From an optimization exercise on the open Yosys and OpenROAD flow, aimed at small area and few clock cycles; shortcuts taken in it are not production practice.
The RTL was checked by simulation tests, not by an equivalence proof against the original design.
Power figures rest on the tool's default switching activity, not on a simulated workload.

==> inputs of run a <==
==> flow/design.v <==
module arq_sender #(
    parameter MAX_CHUNK     = 512,
    parameter TIMEOUT_TICKS = 15,
    parameter CNT_W         = 32,
    parameter NI            = 16,
    parameter NT            = 8,
    parameter [NT*9-1:0] TAPS = 0
) (
    input  wire             clk,
    input  wire             rst,
    input  wire             src_valid,
    output wire             src_ready,
    input  wire [7:0]       src_data,
    input  wire             src_last,
    input  wire             src_empty,
    output wire             txd_valid,
    output wire [7:0]       txd_data,
    output wire             txd_last,
    input  wire             rxa_valid,
    output wire             rxa_ready,
    input  wire [7:0]       rxa_data,
    input  wire             rxa_last,
    input  wire             rxa_empty,
    input  wire             tick,
    output wire [1:0]       s_state,
    output wire             s_seq,
    output wire             s_done,
    output wire             s_aborted,
    output wire [CNT_W-1:0] s_total_sent
);
    localparam SW = $clog2(NI);
    localparam SB = 9 - SW;              
    localparam [2:0] P_READ = 3'd0;    
    localparam [2:0] P_TX   = 3'd1;    
    localparam [2:0] P_WAIT = 3'd2;    
    localparam [2:0] P_ACK  = 3'd3;    
    localparam [2:0] P_DONE = 3'd4;
    reg [2:0]       phase;
    reg             seq;
    reg [9:0]       len;           
    reg [1:0]       hdr;           
    reg [7:0]       sum;           
    reg [8:0]       p0;            
    reg [2:0]       tsel;          
    reg [CNT_W-1:0] cnt;
    reg [3:0]       timer;
    reg             ack_match;
    wire       eof_frame = (len == 10'd0);
    wire       src_fire  = src_valid && src_ready;
    wire       rxa_fire  = rxa_valid && rxa_ready;
    wire       we        = src_fire && !src_empty;
    wire [8:0] wpos = p0 - len[8:0] + 9'd1;
    wire       wok  = eof_frame || (wpos[SB-1:0] == {SB{1'b0}});
    reg        hit;
    reg  [2:0] hidx;
    integer k;
    always @* begin
        hit  = 1'b0;
        hidx = 3'd0;
        for (k = 0; k < NT; k = k + 1)
            if (p0 == TAPS[9*k +: 9] - 9'd2) begin
                hit  = 1'b1;
                hidx = k;
            end
    end
    wire       tx_go     = (phase == P_TX) && (hdr != 2'd0 || hit || eof_frame);
    wire       tx_end    = (phase == P_TX) && (eof_frame ? hdr == 2'd1 : hdr == 2'd2 && wpos == TAPS[9*tsel +: 9]);
    wire       cnt_max   = &cnt;
    wire       rxa_match = !rxa_empty && (rxa_data == {7'd0, seq});
    wire [7:0] ring_q;
    arq_ring #(.N(MAX_CHUNK), .NI(NI), .NT(NT), .SW(SW), .TW(3), .TAPS(TAPS)) u_ring (
        .clk  (clk),
        .din  (src_data),
        .we   (we),
        .wsel (eof_frame ? {SW{1'b0}} : wpos[8:SB]),
        .tsel (tsel),
        .dout (ring_q)
    );
    assign src_ready = (phase == P_READ) && wok;
    assign rxa_ready = (phase == P_WAIT) || (phase == P_ACK);
    assign txd_valid = tx_go;
    assign txd_data  = (hdr == 2'd0) ? {7'd0, seq} : (hdr == 2'd1) ? sum : ring_q;
    assign txd_last  = tx_end;
    assign s_state      = (phase == P_DONE) ? 2'd2 : (phase == P_READ) ? 2'd0 : 2'd1;
    assign s_seq        = seq;
    assign s_done       = (phase == P_DONE);
    assign s_aborted    = 1'b0;
    assign s_total_sent = cnt;
    always @(posedge clk) begin
        p0 <= (we && eof_frame) ? 9'd0 : p0 + 9'd1;
        if (tx_go && hdr == 2'd0)
            tsel <= hidx;
        if (tx_end)
            timer <= TIMEOUT_TICKS;
        else if (tick && timer != 4'd0)
            timer <= timer - 4'd1;
        if (rxa_fire && phase == P_WAIT)
            ack_match <= rxa_match;
    end
    wire ack_ok = rxa_fire && rxa_last && (phase == P_ACK ? ack_match : rxa_match);
    wire clr    = rst || ack_ok;
    always @(posedge clk) begin
        cnt <= rst ? {CNT_W{1'b0}} : cnt + {{(CNT_W-1){1'b0}}, tx_end && !cnt_max};
        len <= clr ? 10'd0 : len + {9'd0, we};
        sum <= clr ? 8'd0  : sum + (src_data & {8{we}});
    end
    always @(posedge clk) begin
        if (rst) begin
            phase <= P_READ;
            seq   <= 1'b0;
            hdr   <= 2'd0;
        end else begin
            case (phase)
            P_READ: if (src_fire && src_last)
                phase <= P_TX;
            P_TX: if (tx_go) begin
                if (tx_end) begin
                    hdr   <= 2'd0;
                    phase <= P_WAIT;
                end else if (hdr != 2'd2) begin
                    hdr <= hdr + 2'd1;
                end
            end
            P_WAIT: begin
                if (rxa_fire) begin
                    if (rxa_last) begin
                        if (rxa_match) begin
                            seq   <= ~seq;
                            phase <= eof_frame ? P_DONE : P_READ;
                        end else begin
                            phase <= P_TX;           
                        end
                    end else begin
                        phase <= P_ACK;
                    end
                end else if (timer == 4'd0) begin
                    phase <= P_TX;                   
                end
            end
            P_ACK: if (rxa_fire && rxa_last) begin
                if (ack_match) begin
                    seq   <= ~seq;
                    phase <= eof_frame ? P_DONE : P_READ;
                end else begin
                    phase <= P_TX;
                end
            end
            default: ;                               
            endcase
        end
    end
endmodule
module arq_receiver #(
    parameter MAX_CHUNK = 512,
    parameter NI        = 4,
    parameter NT        = 8,
    parameter [NT*9-1:0] TAPS = 0
) (
    input  wire       clk,
    input  wire       rst,
    input  wire       rxd_valid,
    output wire       rxd_ready,
    input  wire [7:0] rxd_data,
    input  wire       rxd_last,
    input  wire       rxd_empty,
    output wire       txa_valid,
    output wire [7:0] txa_data,
    output wire       snk_valid,
    output wire [7:0] snk_data,
    output wire       snk_last,
    output wire       snk_close,
    output wire       r_state,
    output wire       r_expected,
    output wire       r_closed
);
    localparam SW = (NI > 1) ? $clog2(NI) : 1;
    localparam SB = (NI > 1) ? 9 - $clog2(NI) : 9;    
    localparam [1:0] P_RX     = 2'd0;    
    localparam [1:0] P_OUT    = 2'd1;    
    localparam [1:0] P_CLOSED = 2'd2;
    reg [1:0]  phase;
    reg        exp;
    reg [9:0]  len;            
    reg [7:0]  diff;           
    reg        seq_ok;         
    reg [8:0]  p0;             
    reg        strm;           
    reg [2:0]  tsel_q;
    wire       rxd_fire = rxd_valid && rxd_ready;
    wire       take     = rxd_fire && !rxd_empty;
    wire [9:0] plen     = len - 10'd2;    
    wire [8:0] wpos = p0 - plen[8:0] + 9'd1;
    wire       wok  = (len <= 10'd2) || (wpos[SB-1:0] == {SB{1'b0}}) || (len >= MAX_CHUNK + 2);
    wire       we   = rxd_fire && !rxd_empty && (len >= 10'd2) && (len < MAX_CHUNK + 2);
    reg        hit;
    reg  [2:0] hidx;
    integer k;
    always @* begin
        hit  = 1'b0;
        hidx = 3'd0;
        for (k = 0; k < NT; k = k + 1)
            if (p0 == TAPS[9*k +: 9]) begin
                hit  = 1'b1;
                hidx = k;
            end
    end
    wire corrupt = (len < 10'd2) || (diff != 8'd0);
    wire good    = !corrupt && seq_ok;
    wire is_eof  = good && (len == 10'd2);
    wire out     = (phase == P_OUT);
    wire [2:0] tsel = strm ? tsel_q : hidx;
    wire sv      = out && good && !is_eof && (strm || hit);
    wire s_last  = sv && (wpos == TAPS[9*tsel +: 9]);
    wire ack     = out && (!good || is_eof || s_last);
    wire [7:0] ring_q;
    arq_ring #(.N(MAX_CHUNK), .NI(NI), .NT(NT), .SW(SW), .TW(3), .TAPS(TAPS)) u_ring (
        .clk  (clk),
        .din  (rxd_data),
        .we   (we),
        .wsel (len == 10'd2 ? {SW{1'b0}} : wpos[8:9-SW]),
        .tsel (tsel),
        .dout (ring_q)
    );
    assign rxd_ready  = (phase == P_RX) && wok;
    assign txa_valid  = ack;
    assign txa_data   = {7'd0, good ? exp : ~exp};
    assign snk_valid  = sv;
    assign snk_data   = ring_q;
    assign snk_last   = s_last;
    assign snk_close  = out && is_eof;
    assign r_state    = (phase == P_CLOSED);
    assign r_expected = exp;
    assign r_closed   = (phase == P_CLOSED);
    always @(posedge clk) begin
        p0 <= (we && len == 10'd2) ? 9'd0 : p0 + 9'd1;
        if (sv && !strm)
            tsel_q <= hidx;
        if (rxd_fire && !rxd_empty && len == 10'd0)
            seq_ok <= (rxd_data == {7'd0, exp});
        diff <= (take && len == 10'd1) ? rxd_data : diff - (rxd_data & {8{take && len >= 10'd2}});
        len  <= (rst || ack) ? 10'd0 : len + {9'd0, take};
    end
    always @(posedge clk) begin
        if (rst) begin
            phase <= P_RX;
            exp   <= 1'b0;
            strm  <= 1'b0;
        end else begin
            case (phase)
            P_RX: if (rxd_fire && rxd_last)
                phase <= P_OUT;
            P_OUT: begin
                if (sv)
                    strm <= 1'b1;
                if (ack) begin
                    strm <= 1'b0;
                    if (good && !is_eof)
                        exp <= ~exp;
                    phase <= is_eof ? P_CLOSED : P_RX;
                end
            end
            default: ;                               
            endcase
        end
    end
endmodule
module arq_engine (
    input  wire        clk,
    input  wire        rst,
    input  wire        src_valid,
    output wire        src_ready,
    input  wire [7:0]  src_data,
    input  wire        src_last,
    input  wire        src_empty,
    output wire        txd_valid,
    output wire [7:0]  txd_data,
    output wire        txd_last,
    input  wire        rxa_valid,
    output wire        rxa_ready,
    input  wire [7:0]  rxa_data,
    input  wire        rxa_last,
    input  wire        rxa_empty,
    input  wire        tick,
    output wire [1:0]  s_state,
    output wire        s_seq,
    output wire        s_done,
    output wire        s_aborted,
    output wire [31:0] s_total_sent,
    input  wire        rxd_valid,
    output wire        rxd_ready,
    input  wire [7:0]  rxd_data,
    input  wire        rxd_last,
    input  wire        rxd_empty,
    output wire        txa_valid,
    output wire [7:0]  txa_data,
    output wire        snk_valid,
    output wire [7:0]  snk_data,
    output wire        snk_last,
    output wire        snk_close,
    output wire        r_state,
    output wire        r_expected,
    output wire        r_closed
);
    localparam MAX_CHUNK     = 512;
    localparam TIMEOUT_TICKS = 15;
    localparam [8*9-1:0] S_TAPS = {9'd426, 9'd341, 9'd256, 9'd171, 9'd86, 9'd21, 9'd10, 9'd1};
    localparam [6*9-1:0] R_TAPS = {9'd425, 9'd340, 9'd255, 9'd170, 9'd85, 9'd511};
    arq_sender #(
        .MAX_CHUNK     (MAX_CHUNK),
        .TIMEOUT_TICKS (TIMEOUT_TICKS),
        .CNT_W         (32),
        .NI            (16),
        .NT            (8),
        .TAPS          (S_TAPS)
    ) u_sender (
        .clk          (clk),
        .rst          (rst),
        .src_valid    (src_valid),
        .src_ready    (src_ready),
        .src_data     (src_data),
        .src_last     (src_last),
        .src_empty    (src_empty),
        .txd_valid    (txd_valid),
        .txd_data     (txd_data),
        .txd_last     (txd_last),
        .rxa_valid    (rxa_valid),
        .rxa_ready    (rxa_ready),
        .rxa_data     (rxa_data),
        .rxa_last     (rxa_last),
        .rxa_empty    (rxa_empty),
        .tick         (tick),
        .s_state      (s_state),
        .s_seq        (s_seq),
        .s_done       (s_done),
        .s_aborted    (s_aborted),
        .s_total_sent (s_total_sent)
    );
    arq_receiver #(
        .MAX_CHUNK (MAX_CHUNK),
        .NI        (4),
        .NT        (6),
        .TAPS      (R_TAPS)
    ) u_receiver (
        .clk        (clk),
        .rst        (rst),
        .rxd_valid  (rxd_valid),
        .rxd_ready  (rxd_ready),
        .rxd_data   (rxd_data),
        .rxd_last   (rxd_last),
        .rxd_empty  (rxd_empty),
        .txa_valid  (txa_valid),
        .txa_data   (txa_data),
        .snk_valid  (snk_valid),
        .snk_data   (snk_data),
        .snk_last   (snk_last),
        .snk_close  (snk_close),
        .r_state    (r_state),
        .r_expected (r_expected),
        .r_closed   (r_closed)
    );
endmodule
module arq_ring #(
    parameter N    = 512,
    parameter NI   = 4,
    parameter NT   = 8,
    parameter SW   = 2,                  
    parameter TW   = 3,                  
    parameter [NT*9-1:0] TAPS = 0        
) (
    input  wire          clk,
    input  wire [7:0]    din,
    input  wire          we,
    input  wire [SW-1:0] wsel,
    input  wire [TW-1:0] tsel,
    output wire [7:0]    dout
);
    localparam SP = N / NI;
    reg  [8*N-1:0] r;
    wire [8*N-1:0] rot = {r[8*N-9:0], r[8*N-1:8*N-8]};
    wire [8*N-1:0] nxt;
    genvar k;
    generate
        for (k = 0; k < N; k = k + 1) begin : g_byte
            if (k % SP == 0) begin : g_ins
                assign nxt[8*k+7:8*k] = (we && wsel == k / SP) ? din : rot[8*k+7:8*k];
            end else begin : g_sh
                assign nxt[8*k+7:8*k] = rot[8*k+7:8*k];
            end
        end
    endgenerate
    always @(posedge clk)
        r <= nxt;
    wire [7:0] tap [0:NT-1];
    generate
        for (k = 0; k < NT; k = k + 1) begin : g_tap
            assign tap[k] = r[8*TAPS[9*k+8:9*k]+7 -: 8];
        end
    endgenerate
    assign dout = tap[tsel];
endmodule
==> flow/flow/run.sh <==
#!/bin/bash
# The standard layout (standard.sh) with two changes, passed to ORFS through
# its own variables:
#  - clock tree: larger sink clusters and no dummy loads (CTS_ARGS);
#  - port buffers: the smallest buffer cell (BUFFER_PORTS_ARGS).
# Each tool's full output stays in orfs/logs; make's own output goes to
# standard.log in this folder.
set -euo pipefail
export CTS_ARGS="-sink_clustering_enable -repair_clock_nets -sink_clustering_size 24 -sink_clustering_max_diameter 60 -dont_use_dummy_load"
export BUFFER_PORTS_ARGS="-buffer_cell sky130_fd_sc_hd__buf_1"
bash standard.sh > standard.log 2>&1
==> flow/standard.sh <==
#!/bin/bash
# synth_recipe.tcl (not shown) runs the flow's synth.tcl, then flattens the netlist and writes it again
# the make line also repeats each setting of config.mk as NAME=value (left out here)
make -C /OpenROAD-flow-scripts/flow DESIGN_CONFIG=/design/flow/config.mk WORK_HOME=/design/flow/orfs CLKGATE_MAP_FILE= SYNTH_SCRIPT=/design/flow/synth_recipe.tcl "${@:-finish}"
==> flow/config.mk <==
export PLATFORM = sky130hd
export DESIGN_NAME = arq_engine
export DESIGN_NICKNAME = arq_engine
export VERILOG_FILES = /design/flow/design.v
export SDC_FILE = /design/flow/constraint.sdc
export NUM_CORES = 4
export LEC_CHECK = 0
export CAP_MARGIN = 20
export CORE_MARGIN = 2
export CORE_UTILIZATION = 70
export CTS_CLUSTER_DIAMETER = 60
export CTS_CLUSTER_SIZE = 24
export PLACE_DENSITY = 0.78
export SLEW_MARGIN = 20
export SYNTH_MEMORY_MAX_BITS = 16384
==> flow/constraint.sdc <==
create_clock -name core_clock -period 10.0 [get_ports {clk}]
set_input_delay 2.0000 -clock core_clock [delete_from_list [all_inputs] [get_ports {clk}]]
set_output_delay 2.0000 -clock core_clock [all_outputs]
set_load 0.01 [all_outputs]
==> run b (differences from run a) <==
--- a/flow/design.v
+++ b/flow/design.v
@@ -309,7 +309,7 @@
         .MAX_CHUNK     (MAX_CHUNK),
         .TIMEOUT_TICKS (TIMEOUT_TICKS),
         .CNT_W         (32),
-        .NI            (16),
+        .NI            (64),
         .NT            (8),
         .TAPS          (S_TAPS)
     ) u_sender (
--- a/flow/flow/run.sh
+++ b/flow/flow/run.sh
@@ -6,6 +6,6 @@
 # Each tool's full output stays in orfs/logs; make's own output goes to
 # standard.log in this folder.
 set -euo pipefail
-export CTS_ARGS="-sink_clustering_enable -repair_clock_nets -sink_clustering_size 24 -sink_clustering_max_diameter 60 -dont_use_dummy_load"
+export CTS_ARGS="-sink_clustering_enable -repair_clock_nets -sink_clustering_size 30 -sink_clustering_max_diameter 60 -dont_use_dummy_load"
 export BUFFER_PORTS_ARGS="-buffer_cell sky130_fd_sc_hd__buf_1"
 bash standard.sh > standard.log 2>&1
- CTS_CLUSTER_SIZE: 24 -> 30
- PLACE_DENSITY: 0.78 -> 0.7
==> run c (differences from run a) <==
==> flow/design.v, changed modules only <==
module arq_sender #(
    parameter MAX_CHUNK     = 512,
    parameter TIMEOUT_TICKS = 15,
    parameter CNT_W         = 32,
    parameter NI            = 16,
    parameter NT            = 8,
    parameter [NT*9-1:0] TAPS = 0
) (
    input  wire             clk,
    input  wire             rst,
    input  wire             src_valid,
    output wire             src_ready,
    input  wire [7:0]       src_data,
    input  wire             src_last,
    input  wire             src_empty,
    output wire             txd_valid,
    output wire [7:0]       txd_data,
    output wire             txd_last,
    input  wire             rxa_valid,
    output wire             rxa_ready,
    input  wire [7:0]       rxa_data,
    input  wire             rxa_last,
    input  wire             rxa_empty,
    input  wire             tick,
    output wire [1:0]       s_state,
    output wire             s_seq,
    output wire             s_done,
    output wire             s_aborted,
    output wire [CNT_W-1:0] s_total_sent
);
    localparam SW = $clog2(NI);
    localparam SB = 9 - SW;              
    localparam [2:0] P_READ = 3'd0;    
    localparam [2:0] P_TX   = 3'd1;    
    localparam [2:0] P_WAIT = 3'd2;    
    localparam [2:0] P_ACK  = 3'd3;    
    localparam [2:0] P_DONE = 3'd4;
    reg [2:0]       phase;
    reg             seq;
    reg [9:0]       len;           
    reg [1:0]       hdr;           
    reg [7:0]       sum;           
    reg [8:0]       p0;            
    reg [2:0]       tsel;          
    reg [CNT_W-1:0] cnt;
    reg [3:0]       timer;
    reg             ack_match;
    wire [8:0] wpos   = p0 - len[8:0] + 9'd1;
    wire       wok    = (len == 10'd0) || (wpos[SB-1:0] == {SB{1'b0}});
    wire       src_fire = src_valid && src_ready;
    wire       rxa_fire = rxa_valid && rxa_ready;
    wire       we     = src_fire && !src_empty;
    wire [8:0] p2 = p0 + 9'd2;
    reg        hit;
    reg  [2:0] hidx;
    integer k;
    always @* begin
        hit  = 1'b0;
        hidx = 3'd0;
        for (k = 0; k < NT; k = k + 1)
            if (p2 == TAPS[9*k +: 9]) begin
                hit  = 1'b1;
                hidx = k;
            end
    end
    wire       eof_frame = (len == 10'd0);
    wire       tx_go     = (phase == P_TX) && (hdr != 2'd0 || hit || eof_frame);
    wire       tx_end    = (phase == P_TX) && (eof_frame ? hdr == 2'd1 : hdr == 2'd2 && wpos == TAPS[9*tsel +: 9]);
    wire       cnt_max   = &cnt;
    wire       rxa_match = !rxa_empty && (rxa_data == {7'd0, seq});
    wire [7:0] ring_q;
    arq_ring #(.N(MAX_CHUNK), .NI(NI), .NT(NT), .SW(SW), .TW(3), .TAPS(TAPS)) u_ring (
        .clk  (clk),
        .din  (src_data),
        .we   (we),
        .wsel (len == 10'd0 ? {SW{1'b0}} : wpos[8:SB]),
        .tsel (tsel),
        .dout (ring_q)
    );
    assign src_ready = (phase == P_READ) && wok;
    assign rxa_ready = (phase == P_WAIT) || (phase == P_ACK);
    assign txd_valid = tx_go;
    assign txd_data  = (hdr == 2'd0) ? {7'd0, seq} : (hdr == 2'd1) ? sum : ring_q;
    assign txd_last  = tx_end;
    assign s_state      = (phase == P_DONE) ? 2'd2 : (phase == P_READ) ? 2'd0 : 2'd1;
    assign s_seq        = seq;
    assign s_done       = (phase == P_DONE);
    assign s_aborted    = 1'b0;
    assign s_total_sent = cnt;
    always @(posedge clk) begin
        if (rst) begin
            phase     <= P_READ;
            seq       <= 1'b0;
            len       <= 10'd0;
            hdr       <= 2'd0;
            sum       <= 8'd0;
            p0        <= 9'd0;
            tsel      <= 3'd0;
            cnt       <= {CNT_W{1'b0}};
            timer     <= 4'd0;
            ack_match <= 1'b0;
        end else begin
            p0 <= (we && len == 10'd0) ? 9'd0 : p0 + 9'd1;
            case (phase)
            P_READ: if (src_fire) begin
                if (!src_empty) begin
                    len <= len + 10'd1;
                    sum <= sum + src_data;
                end
                if (src_last)
                    phase <= P_TX;
            end
            P_TX: if (tx_go) begin
                if (hdr == 2'd0)
                    tsel <= hidx;
                if (tx_end) begin
                    hdr   <= 2'd0;
                    timer <= TIMEOUT_TICKS;
                    if (!cnt_max)
                        cnt <= cnt + 1'b1;
                    phase <= P_WAIT;
                end else if (hdr != 2'd2) begin
                    hdr <= hdr + 2'd1;
                end
            end
            P_WAIT: begin
                if (rxa_fire) begin
                    if (rxa_last) begin
                        if (rxa_match) begin
                            seq   <= ~seq;
                            len   <= 10'd0;
                            sum   <= 8'd0;
                            phase <= eof_frame ? P_DONE : P_READ;
                        end else begin
                            phase <= P_TX;           
                        end
                    end else begin
                        ack_match <= rxa_match;
                        phase     <= P_ACK;
                    end
                end else if (timer == 4'd0) begin
                    phase <= P_TX;                   
                end else if (tick) begin
                    timer <= timer - 4'd1;
                end
            end
            P_ACK: if (rxa_fire && rxa_last) begin
                if (ack_match) begin
                    seq   <= ~seq;
                    len   <= 10'd0;
                    sum   <= 8'd0;
                    phase <= eof_frame ? P_DONE : P_READ;
                end else begin
                    phase <= P_TX;
                end
            end
            default: ;                               
            endcase
        end
    end
endmodule
module arq_receiver #(
    parameter MAX_CHUNK = 512,
    parameter NI        = 4,
    parameter NT        = 8,
    parameter [NT*9-1:0] TAPS = 0
) (
    input  wire       clk,
    input  wire       rst,
    input  wire       rxd_valid,
    output wire       rxd_ready,
    input  wire [7:0] rxd_data,
    input  wire       rxd_last,
    input  wire       rxd_empty,
    output wire       txa_valid,
    output wire [7:0] txa_data,
    output wire       snk_valid,
    output wire [7:0] snk_data,
    output wire       snk_last,
    output wire       snk_close,
    output wire       r_state,
    output wire       r_expected,
    output wire       r_closed
);
    localparam SW = $clog2(NI);
    localparam SB = 9 - SW;              
    localparam [1:0] P_RX     = 2'd0;    
    localparam [1:0] P_OUT    = 2'd1;    
    localparam [1:0] P_CLOSED = 2'd2;
    reg [1:0]  phase;
    reg        exp;
    reg [9:0]  len;            
    reg [7:0]  diff;           
    reg        seq_ok;         
    reg [8:0]  p0;             
    reg        strm;           
    reg [2:0]  tsel_q;
    wire       rxd_fire = rxd_valid && rxd_ready;
    wire [9:0] plen     = len - 10'd2;    
    wire [8:0] wpos = p0 - plen[8:0] + 9'd1;
    wire       wok  = (len <= 10'd2) || (wpos[SB-1:0] == {SB{1'b0}}) || (len >= MAX_CHUNK + 2);
    wire       we   = rxd_fire && !rxd_empty && (len >= 10'd2) && (len < MAX_CHUNK + 2);
    reg        hit;
    reg  [2:0] hidx;
    integer k;
    always @* begin
        hit  = 1'b0;
        hidx = 3'd0;
        for (k = 0; k < NT; k = k + 1)
            if (p0 == TAPS[9*k +: 9]) begin
                hit  = 1'b1;
                hidx = k;
            end
    end
    wire corrupt = (len < 10'd2) || (diff != 8'd0);
    wire good    = !corrupt && seq_ok;
    wire is_eof  = good && (len == 10'd2);
    wire out     = (phase == P_OUT);
    wire [2:0] tsel = strm ? tsel_q : hidx;
    wire sv      = out && good && !is_eof && (strm || hit);
    wire s_last  = sv && (wpos == TAPS[9*tsel +: 9]);
    wire ack     = out && (!good || is_eof || s_last);
    wire [7:0] ring_q;
    arq_ring #(.N(MAX_CHUNK), .NI(NI), .NT(NT), .SW(SW), .TW(3), .TAPS(TAPS)) u_ring (
        .clk  (clk),
        .din  (rxd_data),
        .we   (we),
        .wsel (len == 10'd2 ? {SW{1'b0}} : wpos[8:SB]),
        .tsel (tsel),
        .dout (ring_q)
    );
    assign rxd_ready  = (phase == P_RX) && wok;
    assign txa_valid  = ack;
    assign txa_data   = {7'd0, good ? exp : ~exp};
    assign snk_valid  = sv;
    assign snk_data   = ring_q;
    assign snk_last   = s_last;
    assign snk_close  = out && is_eof;
    assign r_state    = (phase == P_CLOSED);
    assign r_expected = exp;
    assign r_closed   = (phase == P_CLOSED);
    always @(posedge clk) begin
        if (rst) begin
            phase  <= P_RX;
            exp    <= 1'b0;
            len    <= 10'd0;
            diff   <= 8'd0;
            seq_ok <= 1'b0;
            p0     <= 9'd0;
            strm   <= 1'b0;
            tsel_q <= 3'd0;
        end else begin
            p0 <= (we && len == 10'd2) ? 9'd0 : p0 + 9'd1;
            case (phase)
            P_RX: if (rxd_fire) begin
                if (!rxd_empty) begin
                    len <= len + 10'd1;
                    if (len == 10'd0)
                        seq_ok <= (rxd_data == {7'd0, exp});
                    else if (len == 10'd1)
                        diff <= rxd_data;
                    else
                        diff <= diff - rxd_data;
                end
                if (rxd_last)
                    phase <= P_OUT;
            end
            P_OUT: begin
                if (sv) begin
                    strm <= 1'b1;
                    if (!strm)
                        tsel_q <= hidx;
                end
                if (ack) begin
                    len    <= 10'd0;
                    diff   <= 8'd0;
                    strm   <= 1'b0;
                    if (good && !is_eof)
                        exp <= ~exp;
                    phase  <= is_eof ? P_CLOSED : P_RX;
                end
            end
            default: ;                               
            endcase
        end
    end
endmodule
module arq_engine (
    input  wire        clk,
    input  wire        rst,
    input  wire        src_valid,
    output wire        src_ready,
    input  wire [7:0]  src_data,
    input  wire        src_last,
    input  wire        src_empty,
    output wire        txd_valid,
    output wire [7:0]  txd_data,
    output wire        txd_last,
    input  wire        rxa_valid,
    output wire        rxa_ready,
    input  wire [7:0]  rxa_data,
    input  wire        rxa_last,
    input  wire        rxa_empty,
    input  wire        tick,
    output wire [1:0]  s_state,
    output wire        s_seq,
    output wire        s_done,
    output wire        s_aborted,
    output wire [31:0] s_total_sent,
    input  wire        rxd_valid,
    output wire        rxd_ready,
    input  wire [7:0]  rxd_data,
    input  wire        rxd_last,
    input  wire        rxd_empty,
    output wire        txa_valid,
    output wire [7:0]  txa_data,
    output wire        snk_valid,
    output wire [7:0]  snk_data,
    output wire        snk_last,
    output wire        snk_close,
    output wire        r_state,
    output wire        r_expected,
    output wire        r_closed
);
    localparam MAX_CHUNK     = 512;
    localparam TIMEOUT_TICKS = 15;
    localparam [8*9-1:0] S_TAPS = {9'd426, 9'd341, 9'd256, 9'd171, 9'd86, 9'd21, 9'd10, 9'd1};
    localparam [6*9-1:0] R_TAPS = {9'd425, 9'd340, 9'd255, 9'd170, 9'd85, 9'd511};
    arq_sender #(
        .MAX_CHUNK     (MAX_CHUNK),
        .TIMEOUT_TICKS (TIMEOUT_TICKS),
        .CNT_W         (32),
        .NT            (8),
        .TAPS          (S_TAPS)
    ) u_sender (
        .clk          (clk),
        .rst          (rst),
        .src_valid    (src_valid),
        .src_ready    (src_ready),
        .src_data     (src_data),
        .src_last     (src_last),
        .src_empty    (src_empty),
        .txd_valid    (txd_valid),
        .txd_data     (txd_data),
        .txd_last     (txd_last),
        .rxa_valid    (rxa_valid),
        .rxa_ready    (rxa_ready),
        .rxa_data     (rxa_data),
        .rxa_last     (rxa_last),
        .rxa_empty    (rxa_empty),
        .tick         (tick),
        .s_state      (s_state),
        .s_seq        (s_seq),
        .s_done       (s_done),
        .s_aborted    (s_aborted),
        .s_total_sent (s_total_sent)
    );
    arq_receiver #(
        .MAX_CHUNK (MAX_CHUNK),
        .NT        (6),
        .TAPS      (R_TAPS)
    ) u_receiver (
        .clk        (clk),
        .rst        (rst),
        .rxd_valid  (rxd_valid),
        .rxd_ready  (rxd_ready),
        .rxd_data   (rxd_data),
        .rxd_last   (rxd_last),
        .rxd_empty  (rxd_empty),
        .txa_valid  (txa_valid),
        .txa_data   (txa_data),
        .snk_valid  (snk_valid),
        .snk_data   (snk_data),
        .snk_last   (snk_last),
        .snk_close  (snk_close),
        .r_state    (r_state),
        .r_expected (r_expected),
        .r_closed   (r_closed)
    );
endmodule
==> flow/run.sh (new file) <==
#!/bin/bash
# synth_recipe.tcl (not shown) runs the flow's synth.tcl, then flattens the netlist and writes it again
# the make line also repeats each setting of config.mk as NAME=value (left out here)
make -C /OpenROAD-flow-scripts/flow DESIGN_CONFIG=/design/flow/config.mk WORK_HOME=/design/flow/orfs CLKGATE_MAP_FILE= SYNTH_SCRIPT=/design/flow/synth_recipe.tcl finish
- CORE_UTILIZATION: 70 -> 40
- CTS_CLUSTER_DIAMETER: 60 -> not set
- CTS_CLUSTER_SIZE: 24 -> not set
- PLACE_DENSITY: 0.78 -> 0.6
removed: flow/flow/run.sh
removed: flow/standard.sh
==> summary of the runs <==
Clock power, lowest first: run b, run a, run c.
First-iteration DRC count: run a > run b > run c.
Between run b and run a, the lower wire length is in run b (gap 14%, measured against run a).
The highest via count belongs to run c, the lowest to run a.
The highest non-clock buffer count belongs to run c, the lowest to run b.
In run c the synthesized cell count is higher than in run a, by about 1.4%.
Testbench counts of run a, summed over its fixed seeds: cycles 234,515.
Testbench counts of run b, summed over its fixed seeds: cycles 234,515.
Testbench counts of run c, summed over its fixed seeds: cycles 234,515.

-- port drivers added, routing unchanged --
The results above use ideal ports. As a check the final layouts listed here were re-extracted and re-timed, cells and wires unchanged.
Step 1, drivers: a clkbuf_16 drives clk and a buf_2 each remaining input, both assumed.
Step 2 moves the port delays by t, midway between the first and last clock arrival at a register: inputs arrive t later, outputs are due t later. That takes back most of the time a late clock gives input paths.
Three values: ideal, step 1, step 2; two values: the first two.
run | t, ns | setup WS [ns] | pins driven straight from the clock port
run a | 1.055 | 2.821 / 2.719 / 3.774 | 1
run b | 1.000 | 2.764 / 2.669 / 3.669 | 1
run c | 1.102 | 1.239 / 1.137 / 2.239 | 1
After both steps setup and hold are still met in every run listed.
